This is an optimization exercise on Yosys and OpenROAD, whose aim is small area, not a production implementation. In this exercise RTL edits were held to simulation tests only and were not proved equivalent to the original. No driver is modelled on the clock port, so clocking that relies on it looks cheaper here than on a real chip. Power and IR drop assume default switching activity.

Design psk_mod, start of the top module:
module psk_mod (
    input  wire        clk,
    input  wire        rst,
    input  wire        tok_valid,
    output wire        tok_ready,
    input  wire [2:0]  tok_tag,
    input  wire [15:0] tok_data,
    input  wire        cancel,
    input  wire        smp_valid,
    output wire        smp_ready,
    input  wire [63:0] smp_t,
    output wire        res_valid,
    output wire [7:0]  res_amp,
    output wire        res_phase,
    output wire [31:0] res_freq,
    output wire        res_ack,
    output wire [7:0]  res_handle,
    output wire [1:0]  fault
);
    assign res_freq = 32'd1000;
    wire        cancelled;
    wire        q_vis;
    wire [2:0]  h_tag;
    wire [7:0]  h_d;
    wire        pop;
    wire [4:0]  lc;
    wire        mul;
    wire [6:0]  rem;
    wire        diff;
    psk_packer u_packer (
        .clk       (clk),
        .rst       (rst),
        .tok_valid (tok_valid),
        .tok_ready (tok_ready),
  ...
Size in the first run: about 760 cells after synthesis, about 130 flip-flops, ~6700 sq um of cells after synthesis.
clock: 100.0 ns
lec_check: 0
abc_area: 1
cap_margin: 20
core_margin: 2
core_utilization: 40
gpl_timing_driven: 0
slew_margin: 20
standard.sh (not shown) runs the stock make flow with config.mk's settings and CLKGATE_MAP_FILE= SYNTH_SCRIPT=/design/flow/synth_recipe.tcl, a recipe that flattens the netlist after the stock synthesis.
==> flow/flow/run.sh <==
#!/bin/bash
# The standard layout (standard.sh: ORFS synthesis, floorplan, place,
# CTS, route, finish), with these changes made through the environment that
# ORFS reads:
#  - synthesis maps the logic with the ABC script flow/abc_area.script (a
#    stronger area-oriented mapping; ABC only sees the combinational logic,
#    so the registers are those of the standard synthesis), and leaves the
#    adders to ABC instead of mapping them to fixed full/half adder cells;
#  - the input and output port buffers use the smallest buffer cell;
#  - clock tree synthesis inserts no dummy loads and uses clkbuf_8 buffers;
#    after it, flow/cts_size.tcl sizes each leaf clock buffer down to the
#    smallest clkbuf that keeps the register clock-pin slew at 0.115 ns or less.
# The full make output goes to standard.log; ORFS's own per-step logs are
# under orfs/logs/.
set -o pipefail
rm -rf scripts_abc
cp -r "$FLOW_HOME/scripts" scripts_abc
cp flow/abc_area.script scripts_abc/abc_area.script
export SCRIPTS_DIR="$PWD/scripts_abc"
export ABC_AREA=1
export ADDER_MAP_FILE=
export REMOVE_ABC_BUFFERS=1
export SKIP_REPAIR_TIE_FANOUT=1
export BUFFER_PORTS_ARGS="-buffer_cell sky130_fd_sc_hd__buf_1"
export POST_CTS_TCL="$PWD/flow/cts_size.tcl"
export CTS_ARGS="-sink_clustering_enable -repair_clock_nets -dont_use_dummy_load -buf_list sky130_fd_sc_hd__clkbuf_8"
bash standard.sh > standard.log 2>&1
==> flow/flow/abc_area.script <==
strash
&get -n
&fraig -x
&st
&syn3
&dch -f
&nf -R 1000
&st
&syn3
&dch -f
&nf -R 1000
&put
strash
&get -n
&st
&syn3
&dch -f
&nf -R 1000
&put
==> flow/flow/cts_size.tcl <==
proc cts_leaf_max_slew { inst } {
  set mx 0
  foreach t [$inst getITerms] {
    if {![$t isOutputSignal]} { continue }
    foreach s [[$t getNet] getITerms] {
      if {![$s isInputSignal]} { continue }
      set pin [get_pins [[$s getInst] getName]/[[$s getMTerm] getName]]
      foreach prop {slew_max_rise slew_max_fall} {
        set v [get_property $pin $prop]
        if {$v > $mx} { set mx $v }
      }
    }
  }
  return $mx
}
proc cts_leaf_is_leaf { inst } {
  foreach t [$inst getITerms] {
    if {![$t isOutputSignal]} { continue }
    foreach s [[$t getNet] getITerms] {
      if {[$s isInputSignal] && [[$s getMTerm] getName] ne "CLK"} { return 0 }
    }
  }
  return 1
}
estimate_parasitics -placement
set cts_sized 0
foreach inst [[ord::get_db_block] getInsts] {
  if {![string match "clkbuf_*" [$inst getName]]} { continue }
  set master [[$inst getMaster] getName]
  if {![string match "sky130_fd_sc_hd__clkbuf_*" $master]} { continue }
  if {![cts_leaf_is_leaf $inst]} { continue }
  foreach c {sky130_fd_sc_hd__clkbuf_2 sky130_fd_sc_hd__clkbuf_4 sky130_fd_sc_hd__clkbuf_8} {
    replace_cell [get_cells [$inst getName]] $c
    estimate_parasitics -placement
    if {[cts_leaf_max_slew $inst] <= 0.115 || $c eq $master} { break }
  }
  if {$c ne $master} { incr cts_sized }
  puts "cts_size: [$inst getName] $master -> $c, slew [cts_leaf_max_slew $inst]"
}
puts "cts_size: resized $cts_sized leaf clock buffers"
==> next run, changes <==
--- a/flow/flow/run.sh
+++ b/flow/flow/run.sh
@@ -9,5 +9,3 @@
 #  - the input and output port buffers use the smallest buffer cell;
-#  - clock tree synthesis inserts no dummy loads and uses clkbuf_8 buffers;
-#    after it, flow/cts_size.tcl sizes each leaf clock buffer down to the
-#    smallest clkbuf that keeps the register clock-pin slew at 0.115 ns or less.
+#  - clock tree synthesis inserts no dummy loads and uses clkbuf_8 buffers.
 # The full make output goes to standard.log; ORFS's own per-step logs are
@@ -21,6 +19,3 @@
 export ADDER_MAP_FILE=
-export REMOVE_ABC_BUFFERS=1
-export SKIP_REPAIR_TIE_FANOUT=1
 export BUFFER_PORTS_ARGS="-buffer_cell sky130_fd_sc_hd__buf_1"
-export POST_CTS_TCL="$PWD/flow/cts_size.tcl"
 export CTS_ARGS="-sink_clustering_enable -repair_clock_nets -dont_use_dummy_load -buf_list sky130_fd_sc_hd__clkbuf_8"
==> flow/flow/abc_area.script (replaced) <==
strash
&get -n
&fraig -x
&st
&syn2
&dch -f
&nf -R 1000
&st
&syn2
&dch -f
&nf -R 1000
&put
--- a/flow/config.mk
+++ b/flow/config.mk
@@ -10,4 +10,3 @@
 export CORE_MARGIN = 2
-export CORE_UTILIZATION = 40
-export GPL_TIMING_DRIVEN = 0
+export CORE_UTILIZATION = 65
 export SLEW_MARGIN = 20
removed: flow/flow/cts_size.tcl
Core utilization goes up by 29 points.
Clock-buffer cell count does not change.
Global-route usage goes up by 12 points.
Wire length goes up by a few percent.
Power goes up by a few percent.
Cell area goes up by a few percent.
==> next run, changes <==
--- a/flow/flow/run.sh
+++ b/flow/flow/run.sh
@@ -19,2 +19,4 @@
 export ADDER_MAP_FILE=
+export REMOVE_ABC_BUFFERS=1
+export SKIP_REPAIR_TIE_FANOUT=1
 export BUFFER_PORTS_ARGS="-buffer_cell sky130_fd_sc_hd__buf_1"
==> flow/flow/abc_area.script (replaced) <==
strash
&get -n
&fraig -x
&st
&dc2
&syn2
&dch -f
&nf -R 1000
&st
&dc2
&syn2
&dch -f
&nf -R 1000
&st
&dc2
&syn2
&dch -f
&nf -R 1000
&put
--- a/flow/config.mk
+++ b/flow/config.mk
@@ -10,3 +10,4 @@
 export CORE_MARGIN = 2
-export CORE_UTILIZATION = 65
+export CORE_UTILIZATION = 40
+export GPL_TIMING_DRIVEN = 0
 export SLEW_MARGIN = 20
Flip-flop and latch count does not change.
Fmax barely changes.
Worst setup slack is worse by 0.058 ns.
Via count came out lower by about 2.5%.
==> next run, changes <==
==> flow/flow/abc_area.script (replaced) <==
strash
&get -n
&fraig -x
&st
&syn2
&dch -f
&nf -R 1000
&st
&syn2
&dch -f
&nf -R 1000
&put
Outcome: Via count drops by 4.0%; cell area drops by about 0.6%; total power drops by about 0.9%; cell count drops by 1.4%.

-- afterwards: timing with drivers on the ports --
The results above use ideal ports. As a check the final layouts listed here were re-extracted and re-timed, cells and wires unchanged.
Step 1 sets driving cells, clkbuf_16 on the clock port and buf_2 on the other inputs (assumed; they add their load-dependent delay and slew).
Step 2 times the ports against the registers' clock, not the clock port: input delays grow and output delays shrink by t, the midpoint of the rising clock arrivals with the driver on.
Three values: ideal, step 1, step 2; two values: the first two.
run | t (ns) | setup WS [ns] | hold slack, ns | latest minus earliest clock arrival (ns) | slew at the worst register clock pin (ns)
the first run | 0.427 | 58.033 / 58.013 / 58.013 | 0.303 / 0.303 / 0.303 | 0.060 / 0.059 | 0.11 / 0.11
the second run | 0.453 | 58.574 / 58.554 / 58.554 | 0.312 / 0.312 / 0.312 | 0.042 / 0.042 | 0.09 / 0.09
the third run | 0.470 | 58.516 / 58.493 / 58.493 | 0.298 / 0.297 / 0.297 | 0.025 / 0.025 | 0.08 / 0.08
the fourth run | 0.464 | 58.568 / 58.542 / 58.542 | 0.310 / 0.310 / 0.310 | 0.038 / 0.038 | 0.08 / 0.08
After both steps every run listed still meets setup and hold. The setup slack of the fourth run, which loses most, moves by -0.026 ns with the drivers and by -0.026 ns with both steps.
